This is an optimization exercise on Yosys and OpenROAD, whose aim is small area, a short achievable clock period and few clock cycles per item, not a production implementation. The RTL was checked by simulation tests, not by an equivalence proof against the original design. Power figures rest on the tool's default switching activity, not on a simulated workload.

<file path="flow/config.mk">
export PLATFORM = sky130hd
export DESIGN_NAME = bitw_core
export DESIGN_NICKNAME = bitw_core
export VERILOG_FILES = /design/flow/design.v
export SDC_FILE = /design/flow/constraint.sdc
export NUM_CORES = 4
export LEC_CHECK = 0
export CAP_MARGIN = 20
export CORE_MARGIN = 2
export CORE_UTILIZATION = 40
export SLEW_MARGIN = 20
</file>
<file path="flow/constraint.sdc">
create_clock -name core_clock -period 8.0 [get_ports {clk}]
set_input_delay 1.6000 -clock core_clock [delete_from_list [all_inputs] [get_ports {clk}]]
set_output_delay 1.6000 -clock core_clock [all_outputs]
set_load 0.01 [all_outputs]
</file>
<file path="flow/design.v">
module bitw_core (
    input  wire        clk,
    input  wire        rst,           
    input  wire        cmd_valid,
    output wire        cmd_ready,
    input  wire [2:0]  cmd_op,
    input  wire [7:0]  cmd_n,         
    input  wire [31:0] cmd_arg,       
    input  wire [31:0] cmd_num,       
    input  wire [31:0] cmd_den,       
    output reg         rsp_valid,
    output reg  [2:0]  rsp_status,
    output reg  [31:0] rsp_val,
    output reg  [2:0]  rsp_nbytes,
    output reg  [31:0] rsp_bytes
);
    localparam [2:0] OP_INIT    = 3'd0,
                     OP_WRITE   = 3'd1,
                     OP_SIZE    = 3'd2,
                     OP_EXTRACT = 3'd3,
                     OP_CAP     = 3'd4;
    localparam [2:0] ST_OK       = 3'd0,
                     ST_RATE     = 3'd1,
                     ST_BITCOUNT = 3'd3,
                     ST_CAPACITY = 3'd4,
                     ST_ILLEGAL  = 3'd5;
    localparam [2:0] S_IDLE = 3'd0,    
                     S_WW   = 3'd1,    
                     S_XW   = 3'd2,    
                     S_IA   = 3'd3,    
                     S_IB   = 3'd4,    
                     S_SLOW = 3'd5;    
    localparam [1:0] M_G = 2'd0,       
                     M_A = 2'd1,       
                     M_M = 2'd2;       
    reg [2:0]  state;
    reg [28:0] size_q;
    reg [30:0] cap_q;       
    reg [7:1]  cb_q;        
    reg [2:0]  nb_q;
    reg [30:0] den_q;
    reg [30:0] r_q;         
    reg [28:0] k_q;         
    reg [2:0]  pk_q;
    reg [7:1]  pcb_q;
    reg [2:0]  pnb_q;
    reg        chained_q;
    reg        iok_q, irate_q, ierr_q;
    reg [30:0] uR;
    reg [29:0] uQ;
    reg        uovf;
    reg [4:0]  uidx;
    reg        ucbit;
    reg        urun;
    reg        uvalid;
    reg [1:0]  umode;
    reg        ufirst;
    reg        ufin;
    reg [1:0]  udp;
    function [4:0] msb_idx(input [30:0] v);
        integer i;
        begin
            msb_idx = 5'd0;
            for (i = 0; i < 31; i = i + 1)
                if (v[i]) msb_idx = i[4:0];
        end
    endfunction
    wire [30:0] r_op   = (umode == M_M) ? rsp_bytes[30:0] :
                         (umode == M_A) ? 31'd1 : r_q;
    wire [28:0] k_op   = (umode == M_G) ? k_q : 29'd0;
    wire [31:0] den_op = (umode == M_M) ? 32'h8000_0000 : {1'b0, den_q};
    wire        cap_one = (cap_q == 31'd1);
    wire        ulast  = ufirst ? cap_one : (uidx == 5'd0);
    wire        rnd    = (umode == M_G) && ulast;
    wire        cbit   = ufirst | ucbit;
    wire [33:0] opA = {2'b00, uR, 1'b0};
    wire [33:0] opB = cbit ? {3'b000, r_op} : 34'd0;
    wire [33:0] nd1 = ~{2'b00, den_op};
    wire [33:0] nd2 = ~{1'b0, den_op, 1'b0};
    wire [33:0] s1  = opA ^ opB ^ nd1;
    wire [33:0] c1  = {(opA[32:0] & opB[32:0]) | (opA[32:0] & nd1[32:0]) | (opB[32:0] & nd1[32:0]), 1'b0};
    wire [33:0] s2  = opA ^ opB ^ nd2;
    wire [33:0] c2  = {(opA[32:0] & opB[32:0]) | (opA[32:0] & nd2[32:0]) | (opB[32:0] & nd2[32:0]), 1'b0};
    wire [33:0] uT  = opA + opB;
    wire [33:0] uS1 = s1 + c1 + {33'd0, ~rnd};
    wire [33:0] uS2 = s2 + c2 + {33'd0, ~rnd};
    wire        uge1 = ~uS1[33];
    wire        uge2 = ~uS2[33];
    wire        unz  = rnd && (uT != 34'd0);
    wire [1:0]  ud   = {1'b0, uge1} + {1'b0, uge2} + {1'b0, unz};
    wire [30:0] uRn  = uge2 ? uS2[30:0] : uge1 ? uS1[30:0] : uT[30:0];
    wire [31:0] uQn  = {1'b0, uQ, 1'b0} + (cbit ? {3'd0, k_op} : 32'd0) + {29'd0, udp, 1'b0};
    wire        uovfn = uovf | (uQn[31:30] != 2'b00);
    wire [30:0] uQf  = {1'b0, uQ} + {29'd0, udp};
    wire [30:0] c_src  = (umode == M_M) ? {2'b00, cmd_arg[28:0]} : cap_q;
    wire [4:0]  idx0   = msb_idx(cap_q);
    wire [4:0]  uidx_m1 = (ufirst ? idx0 : uidx) - 5'd1;
    wire        uq_zero = (uQ == 30'd0);
    wire [29:0] g_eff   = uq_zero ? 30'd1 : uQ;           
    wire        gover   = uovf | uQ[29] | (uQ[28] & (uQ[27:0] != 28'd0));
    wire idle    = (state == S_IDLE);
    assign cmd_ready = idle & ((cmd_op != OP_INIT) | iok_q);
    wire acc     = cmd_valid & cmd_ready;
    wire [5:0]  n6   = cmd_n[5:0];
    wire        n_bad = (cmd_n > 8'd32);
    wire [6:0]  tot  = {4'd0, nb_q} + {1'b0, n6};
    wire [2:0]  kin  = tot[5:3];
    wire [2:0]  nbin = tot[2:0];
    wire [31:0] amask = n6[5] ? 32'hFFFF_FFFF : ((32'd1 << n6[4:0]) - 32'd1);
    wire [31:0] arg_m = cmd_arg & amask;
    wire [5:0]  shamt = 6'd40 - tot[5:0];
    wire [39:0] stream = {cb_q, 33'd0} | ({8'd0, arg_m} << shamt);
    reg  [31:0] wbytes;
    reg  [7:1]  cbin;
    integer j;
    always @(*) begin
        for (j = 0; j < 4; j = j + 1)
            wbytes[8*j +: 8] = (j < kin) ? stream[39-8*j -: 8] : 8'd0;
        case (kin)
        3'd0: cbin = stream[39:33];
        3'd1: cbin = stream[31:25];
        3'd2: cbin = stream[23:17];
        3'd3: cbin = stream[15:9];
        default: cbin = stream[7:1];
        endcase
    end
    wire [28:0] room  = cap_q[28:0] - size_q;
    wire [29:0] groom = g_eff - {1'b0, size_q};
    wire [2:0]  kchk  = idle ? kin : pk_q;
    wire room_ok  = (room[28:3] != 26'd0) | (room[2:0] >= kchk);
    wire groom_ok = (groom[29:3] != 27'd0) | (groom[2:0] >= kchk);
    wire [2:0]  inc = (idle && cmd_op == OP_WRITE) ? kin :
                      (state == S_WW) ? pk_q : {2'b00, (nb_q != 3'd0)};
    wire [28:0] size_inc = size_q + {26'd0, inc};
    wire rate_bad = (cmd_den == 32'd0) | cmd_num[31] | (cmd_num <= cmd_den);
    wire l_bad    = (cmd_arg > 32'h1000_0000);
    wire quick    = (cmd_arg[31:4]  == 28'd0 && cmd_num[30:24] == 7'd0) ||
                    (cmd_arg[31:7]  == 25'd0 && cmd_num[30:21] == 10'd0) ||
                    (cmd_arg[31:10] == 22'd0 && cmd_num[30:18] == 13'd0) ||
                    (cmd_arg[31:14] == 18'd0 && cmd_num[30:14] == 17'd0) ||
                    (cmd_arg[31:18] == 14'd0 && cmd_num[30:10] == 21'd0) ||
                    (cmd_arg[31:21] == 11'd0 && cmd_num[30:7]  == 24'd0);
    wire [32:0] phi   = {uQ, uR[30:28]};
    wire        s_ovf = (phi > {1'b0, cmd_den}) |
                        ((phi == {1'b0, cmd_den}) & (uR[27:0] != 28'd0));
    reg        cap_we;
    reg [30:0] cap_d;
    reg [1:0]  ustart_mode;
    reg        ustart_m;
    always @(*) begin
        cap_we = 1'b0;
        cap_d  = cap_q;
        ustart_mode = M_G;
        ustart_m = 1'b0;
        case (state)
        S_IDLE: if (acc) begin
            case (cmd_op)
            OP_INIT: if (!irate_q && !ierr_q) begin
                cap_we = 1'b1; cap_d = cmd_num[30:0]; ustart_mode = M_A;
            end
            OP_WRITE: if (!n_bad && !room_ok && uvalid && !gover) begin
                cap_we = 1'b1; cap_d = {1'b0, g_eff};
            end
            OP_EXTRACT: if (nb_q == 3'd0 || room_ok || (uvalid && !gover)) begin
                cap_we = 1'b1; cap_d = {2'b00, size_inc};
            end
            default: ;
            endcase
        end else if (cmd_valid && cmd_op == OP_INIT && !iok_q) begin
            if (!(rate_bad || l_bad || quick)) ustart_m = 1'b1;
        end
        S_WW: if (uvalid) begin
            cap_we = 1'b1;
            cap_d  = gover ? (chained_q ? rsp_val[30:0] : cap_q) : {1'b0, g_eff};
        end
        S_XW: if (uvalid) begin
            cap_we = 1'b1;
            cap_d  = gover ? cap_q : {2'b00, size_inc};
        end
        S_IA: if (uvalid) begin
            cap_we = 1'b1; cap_d = {2'b00, size_q};
        end
        S_IB: if (uvalid) begin
            cap_we = 1'b1; cap_d = {1'b0, uQ};
        end
        S_SLOW: if (uvalid) begin
            cap_we = 1'b1; cap_d = cap_q;       
        end
        default: ;
        endcase
    end
    always @(posedge clk) begin
        if (rst) begin
            state     <= S_IDLE;
            size_q    <= 29'd0;
            cap_q     <= 31'd0;
            cb_q      <= 7'd0;
            nb_q      <= 3'd0;
            den_q     <= 31'd2;
            r_q       <= 31'd1;
            k_q       <= 29'd1;
            iok_q     <= 1'b0;
            irate_q   <= 1'b0;
            ierr_q    <= 1'b0;
            rsp_valid <= 1'b0;
            urun      <= 1'b0;
            uvalid    <= 1'b1;        
            uQ        <= 30'd0;
            uovf      <= 1'b0;
            umode     <= M_G;
            ufirst    <= 1'b0;
            ufin      <= 1'b0;
            udp       <= 2'd0;
        end else begin
            rsp_valid <= 1'b0;
            if (cap_we) begin
                cap_q  <= cap_d;
                umode  <= ustart_mode;
                uR     <= 31'd0;
                uQ     <= 30'd0;
                udp    <= 2'd0;
                uovf   <= 1'b0;
                ufirst <= 1'b1;
                ufin   <= 1'b0;
                urun   <= 1'b1;
                uvalid <= 1'b0;
            end else if (ustart_m) begin
                umode  <= M_M;
                uR     <= 31'd0;
                uQ     <= 30'd0;
                udp    <= 2'd0;
                uovf   <= 1'b0;
                uidx   <= 5'd28;
                ucbit  <= cmd_arg[28];
                ufirst <= 1'b0;
                ufin   <= 1'b0;
                urun   <= 1'b1;
                uvalid <= 1'b0;
            end else if (urun) begin
                if (ufin) begin
                    uQ     <= uQf[29:0];
                    uovf   <= uovf | uQf[30];
                    urun   <= 1'b0;
                    uvalid <= 1'b1;
                end else if (ufirst && cap_q == 31'd0) begin
                    urun   <= 1'b0;
                    uvalid <= 1'b1;
                end else begin
                    ufirst <= 1'b0;
                    uR   <= uRn;
                    uQ   <= uQn[29:0];
                    udp  <= ud;
                    uovf <= uovfn;
                    if (ulast)
                        ufin <= 1'b1;
                    else begin
                        uidx  <= uidx_m1;
                        ucbit <= c_src[uidx_m1];
                    end
                end
            end
            case (state)
            S_IDLE: begin
                if (acc) begin
                    rsp_valid  <= 1'b1;
                    rsp_status <= ST_OK;
                    rsp_val    <= 32'd0;
                    rsp_nbytes <= 3'd0;
                    rsp_bytes  <= 32'd0;
                    case (cmd_op)
                    OP_INIT: begin
                        iok_q <= 1'b0;
                        if (irate_q)
                            rsp_status <= ST_RATE;
                        else if (ierr_q)
                            rsp_status <= ST_CAPACITY;
                        else begin
                            rsp_valid <= 1'b0;
                            den_q  <= cmd_den[30:0];
                            size_q <= cmd_arg[28:0];
                            cb_q   <= 7'd0;
                            nb_q   <= 3'd0;
                            state  <= S_IA;
                        end
                    end
                    OP_WRITE: begin
                        if (n_bad)
                            rsp_status <= ST_BITCOUNT;
                        else if (room_ok || (uvalid && !gover && groom_ok)) begin
                            size_q     <= size_inc;
                            cb_q       <= cbin;
                            nb_q       <= nbin;
                            rsp_nbytes <= kin;
                            rsp_bytes  <= wbytes;
                        end else if (uvalid && gover)
                            rsp_status <= ST_CAPACITY;
                        else begin
                            rsp_valid  <= 1'b0;
                            rsp_nbytes <= kin;
                            rsp_bytes  <= wbytes;
                            rsp_val    <= {1'b0, cap_q};    
                            chained_q  <= uvalid;
                            pk_q       <= kin;
                            pcb_q      <= cbin;
                            pnb_q      <= nbin;
                            state      <= S_WW;
                        end
                    end
                    OP_SIZE:
                        rsp_val <= {3'd0, size_inc};
                    OP_EXTRACT: begin
                        if (nb_q == 3'd0)
                            rsp_val <= {3'd0, size_q};
                        else if (room_ok || (uvalid && !gover)) begin
                            size_q     <= size_inc;
                            cb_q       <= 7'd0;
                            nb_q       <= 3'd0;
                            rsp_val    <= {3'd0, size_inc};
                            rsp_nbytes <= 3'd1;
                            rsp_bytes  <= {24'd0, cb_q, 1'b0};
                        end else if (uvalid && gover)
                            rsp_status <= ST_CAPACITY;
                        else begin
                            rsp_valid <= 1'b0;
                            state     <= S_XW;
                        end
                    end
                    OP_CAP:
                        rsp_val <= {1'b0, cap_q};
                    default:
                        rsp_status <= ST_ILLEGAL;
                    endcase
                end else if (cmd_valid && cmd_op == OP_INIT && !iok_q) begin
                    irate_q <= rate_bad;
                    ierr_q  <= l_bad;
                    if (rate_bad || l_bad || quick)
                        iok_q <= 1'b1;
                    else begin
                        rsp_bytes <= cmd_num;
                        state     <= S_SLOW;
                    end
                end
            end
            S_WW: if (uvalid) begin
                if (gover) begin
                    rsp_valid  <= 1'b1;
                    rsp_status <= ST_CAPACITY;
                    rsp_val    <= 32'd0;
                    rsp_nbytes <= 3'd0;
                    rsp_bytes  <= 32'd0;
                    state      <= S_IDLE;
                end else begin
                    if (!chained_q) begin
                        chained_q <= 1'b1;
                    end
                    if (groom_ok) begin
                        size_q     <= size_inc;
                        cb_q       <= pcb_q;
                        nb_q       <= pnb_q;
                        rsp_valid  <= 1'b1;
                        rsp_status <= ST_OK;
                        rsp_val    <= 32'd0;
                        state      <= S_IDLE;
                    end
                end
            end
            S_XW: if (uvalid) begin
                rsp_valid <= 1'b1;
                state     <= S_IDLE;
                if (gover) begin
                    rsp_status <= ST_CAPACITY;
                    rsp_val    <= 32'd0;
                    rsp_nbytes <= 3'd0;
                    rsp_bytes  <= 32'd0;
                end else begin
                    size_q     <= size_inc;
                    cb_q       <= 7'd0;
                    nb_q       <= 3'd0;
                    rsp_status <= ST_OK;
                    rsp_val    <= {3'd0, size_inc};
                    rsp_nbytes <= 3'd1;
                    rsp_bytes  <= {24'd0, cb_q, 1'b0};
                end
            end
            S_IA: if (uvalid) begin
                r_q   <= uR;
                k_q   <= (uovf | uQ[29]) ? 29'h1FFF_FFFF : uQ[28:0];
                state <= S_IB;
            end
            S_IB: if (uvalid) begin
                rsp_valid  <= 1'b1;
                rsp_status <= ST_OK;
                rsp_val    <= 32'd0;
                rsp_nbytes <= 3'd0;
                rsp_bytes  <= 32'd0;
                state      <= S_IDLE;
            end
            S_SLOW: if (uvalid) begin
                ierr_q <= s_ovf;
                iok_q  <= 1'b1;
                state  <= S_IDLE;
            end
            default: state <= S_IDLE;
            endcase
        end
    end
endmodule
</file>
<file path="flow/run.sh">
#!/bin/bash
# synth_recipe.tcl (not shown) runs the flow's synth.tcl, then flattens the netlist and writes it again
# the make line also repeats each setting of config.mk as NAME=value (left out here)
make -C /OpenROAD-flow-scripts/flow DESIGN_CONFIG=/design/flow/config.mk WORK_HOME=/design/flow/orfs CLKGATE_MAP_FILE= SYNTH_SCRIPT=/design/flow/synth_recipe.tcl finish
</file>
==> impl_metrics.py <==
metrics = {
    "sta": {
        "worst_pin_slew_ns": 1.21,
        "report.final.slew_viol_count": 0,
        "fin_tns_setup_ns": 0,
        "fmax_mhz": 140,
        "layout_min_cycle_time_ns": 7.13,
        "post-route-period-util": 0.891,
        "setup_viol": 0,
        "maxSlewHeadroom": 0.185,
        "hold_viol": 0,
        "rsz0062_at_grt": "false",
        "clock_skew_ns": 0.0276,
    },
    "floorplanning": {
        "rows": 112,
        "dieArea_sq_um": 96000,
        "core_sq_um": 93000,
        "initial_utilization": 0.402,
        "io_pins": 182,
        "die_h_microns": 310,
        "die_w_microns": 310,
    },
    "logic_synthesis": {
        "synth.avg_cell_area_sq_um": 7.45,
        "synth_area_leader_cell": "dfxtp_1",
        "synth_top_cells_by_area": "dfxtp_1, ha_1, edfxtp_1",
        "ys.flop_type": "dfxtp_1",
        "muxShareOfSynthArea": 0.0452,
        "synth_top_area_share": 0.111,
        "postSynth.asyncResetShare": 0,
        "synth_simple_gate_area_share": 0.225,
        "netlist_top_cells_count": "nand2_1, a21oi_1, nor2_1",
        "ys_types": 97,
        "synth_fa_ha_area_frac": 0.136,
        "synth-compound-area-share": 0.279,
        "ys_seq_area_frac": 0.207,
        "synth_xor_area_frac": 0.0372,
        "synth_cells": 5018,
        "ys_warn_count": 1,
        "yosysMostFrequentCell": "nand2_1",
        "synth_top_family_by_area": "compound AO/OA/AOI/OAI gates",
        "synth_edf_count": 120,
        "synth_area_sq_um": 37400,
        "synth_nets": 5490,
        "ys_ff_latch": 327,
    },
    "clocking": {
        "htree_levels": 2,
        "cts-root-buf": "clkbuf_16",
        "cts_hold_buf": 0,
        "clockBufferDepth": 3,
        "cts_setup_buffers": 0,
        "cts_resized": 0,
        "tritoncts": "yes",
        "numCtsBuffers": 44,
        "insertion_delay_ns": 0.61,
        "clk_pin_slew_worst_paths_ns": 0.06,
        "clkSinkCount": 327,
    },
    "setup_path": {
        "timing.rr.start": "cap_q[22]$_SDFFE_PP0P_",
        "cp.arrival_ns": 7.44,
        "path_cells": "clkdlybuf4s50_1 > ha_1 > a21o_1 > a21oi_1 > nor2_1 > xnor2_1 > nor2_1 > a21oi_1 > ha_1 > a22o_1 > nor3_1 > nand3_1 > nor4_1 > nand4_1 > nor4b_1 > a211oi_1 > buf_4 > nor2_1 > nor2_1 > a21oi_4 > buf_16",
        "critical_path_class": "in2reg",
        "slowest_delay_ns": 0.66,
        "end_kind": "flop",
        "crit_top_cell": "nor2_1",
        "r2r.worst_path.cells": 20,
        "cp.required_ns": 8.31,
        "worstPathMaxFanout": 18,
        "start_kind": "input port",
        "critPathSlowestCell": "a21oi_1",
        "startpoint": "cmd_n[1]",
        "rrSetupSlack_ns": 0.88,
    },
    "power": {
        "ir_drop_v": 0.000369,
        "p_comb_frac": 0.746,
        "seq_power_share": 0.152,
        "p_per_area_nw_per_um2": 475,
        "power_switching_w": 0.0110,
        "p_leak_nw": 17.4,
        "clockPowerShare": 0.102,
        "p_int_w": 0.00912,
        "swShare": 0.546,
    },
    "worst_hold_path": {
        "hold_path_startpoint": "den_q[10]$_SDFFE_PP0P_",
        "min_path_cells": 2,
        "hp-class": "reg2reg",
    },
    "routing": {
        "drt_iter0_drc": 4891,
        "num_vias": 40500,
        "ant_nets": 0,
        "wire_per_inst_microns": 27.5,
        "via_per_inst": 6.38,
        "totalWireLength_microns": 175000,
        "first_pass_iters": 6,
        "drc": 0,
    },
    "final_layout": {
        "stdcell_count": 6355,
        "ff_latch_area_sq_um": 7750,
        "layout-drive-gt1-share": 0.0697,
        "multi_input_area_sq_um": 27200,
        "fillers": 9614,
        "area_growth_syn_to_layout_pct": 12.9,
        "nets": 5537,
    },
    "grt": {
        "antenna_found_initial": 8,
        "grt_max_degree": 82,
        "grt-ovfl-total": 0,
        "grt.total_usage": 0.355,
        "grt_pass1_wl_microns": 254000,
        "grt_pass1_vias": 37200,
    },
    "placement": {
        "dp.cells": 6272,
        "port_buffers": 180,
        "gp_congestion": 0.990,
        "place_hpwl_microns": 134000,
    },
    "run": {
        "cap_violations": 0,
    },
    "status": {
        "status": "finished clean",
    },
}
[routing by layer]
layer  global-route usage  up-vias  routed length [microns]
li1                     -    18400                        -
met1                0.463    19400                    70300
met3               0.0806      485                    18700
met2                0.545     2181                    75100
met4                0.190       16                    10700
met5                    0        -                      113
[power groups by stage]
stage               combinational [W]  sequential (W)  clock [W]
floorplan                      0.0101         0.00277          0
global placement               0.0145         0.00306          0
detailed placement             0.0145         0.00305          0
CTS                            0.0146         0.00302    0.00205
global route                   0.0162         0.00306    0.00212
finish                         0.0150         0.00305    0.00205
[path summary, 6_finish.rpt]
kind	end
min reg2reg	den_q[10]$_SDFFE_PP0P_
max reg2reg	uR[30]$_SDFFCE_PN0P_
min	den_q[10]$_SDFFE_PP0P_
max	uR[16]$_SDFFCE_PN0P_
[cell families after synthesis]
group / Yosys count
flip-flops: 327
multiplexers: 138
buffers and inverters: 681
other: 1
AO/OA/AOI/OAI: 1584
AND/OR/NAND/NOR: 1765
XOR/XNOR: 159
adder cells (fa/ha/maj): 363
[layout by cell type (no fill, tap or decap), drive strengths merged, types with 50 or more instances in the layout]
cell type | synthesis | final
nand2 | 520 | 520
a21oi | 459 | 459
nor2 | 457 | 457
inv | 345 | 348
o21ai | 306 | 306
ha | 289 | 289
dfxtp | 207 | 207
nor3 | 181 | 181
clkdlybuf4s50 | 0 | 178
buf | 36 | 153
edfxtp | 120 | 120
a211oi | 113 | 113
xnor2 | 103 | 103
mux2i | 97 | 97
a21o | 96 | 96
and2 | 89 | 89
nand3 | 87 | 87
nor4 | 80 | 80
and3 | 74 | 74
fa | 73 | 73
o21a | 59 | 59
nor2b | 58 | 58
clkbuf | 294 | 58
xor2 | 56 | 56
a31oi | 53 | 53
nand2b | 53 | 53
a211o | 50 | 50
nand4 | 50 | 50
[stage by stage]
step	total power, W	hold WS (ns)	cell area, sq um	utilization	worst slack, ns
finish	0.0201	0.450	42200	0.454	0.873
floorplan	0.0129	0.432	37400	-	0.798
global placement	0.0176	0.439	40700	0.438	0.386
detailed placement	0.0176	0.443	40800	0.438	0.165
global route	0.0214	0.468	42200	0.454	0.689
CTS	0.0197	0.451	42200	0.453	0.800
[sequential cells by signal, summed over array words and instances, names as in the netlist, 29 cells and up]
register   count
r_q           31
den_q         31
uQ            30
k_q           29
cap_q         31
size_q        29
rsp_val       31
uR            31
rsp_bytes     32
[area by class of cell]
class | count | share of cell area
flip-flops and latches | 327 | 0.184
diodes | 5 | 0.000296
clock inverters | 19 | 0.00480
repair buffers | 331 | 0.0706
well taps | 1254 | 0.0372
inverters | 351 | 0.0312
clock buffers | 58 | 0.0292
multi-input cells | 4010 | 0.643
[critical path: cells and delay by family]
family                   cells  cell delay, ns
buffers and inverters        3            0.99
AO/OA/AOI/OAI                6            2.06
XOR/XNOR                     1            0.20
AND/OR/NAND/NOR              9            1.91
adder cells (fa/ha/maj)      2            0.64
Testbench counts, summed over its fixed seeds: cycles 38,329, cmds 24,000.

-- afterwards: timing with drivers on the ports --
No port has a modelled driver above. Below, the same layout with a new extraction and two added sets of constraints. Step 1 (the two cells are an assumption about what drives the block):
set clk [get_ports {clk}]
set_driving_cell -lib_cell sky130_fd_sc_hd__clkbuf_16 $clk
set_driving_cell -lib_cell sky130_fd_sc_hd__buf_2 [delete_from_list [all_inputs] $clk]
Step 2 adds t to the input delays and takes it off the output delays; t is the mean of the earliest and latest rising clock arrival at the registers after step 1. Input paths then give back, and output paths get back, about the clock's delay inside the block. Three values: ideal ports, drivers, drivers and shift; two values: the first two.
shift t [ns]: 0.669
setup slack, ns: 0.873 / 0.884 / 0.245
worst setup path at the end: input to register
worst register clock-pin slew, ns: 0.06 / 0.06
pins driven straight from the clock port: 1
After both steps this run still meets setup and hold. For this run, drivers alone change the setup slack by +0.011 ns; drivers and shift together by -0.628 ns.
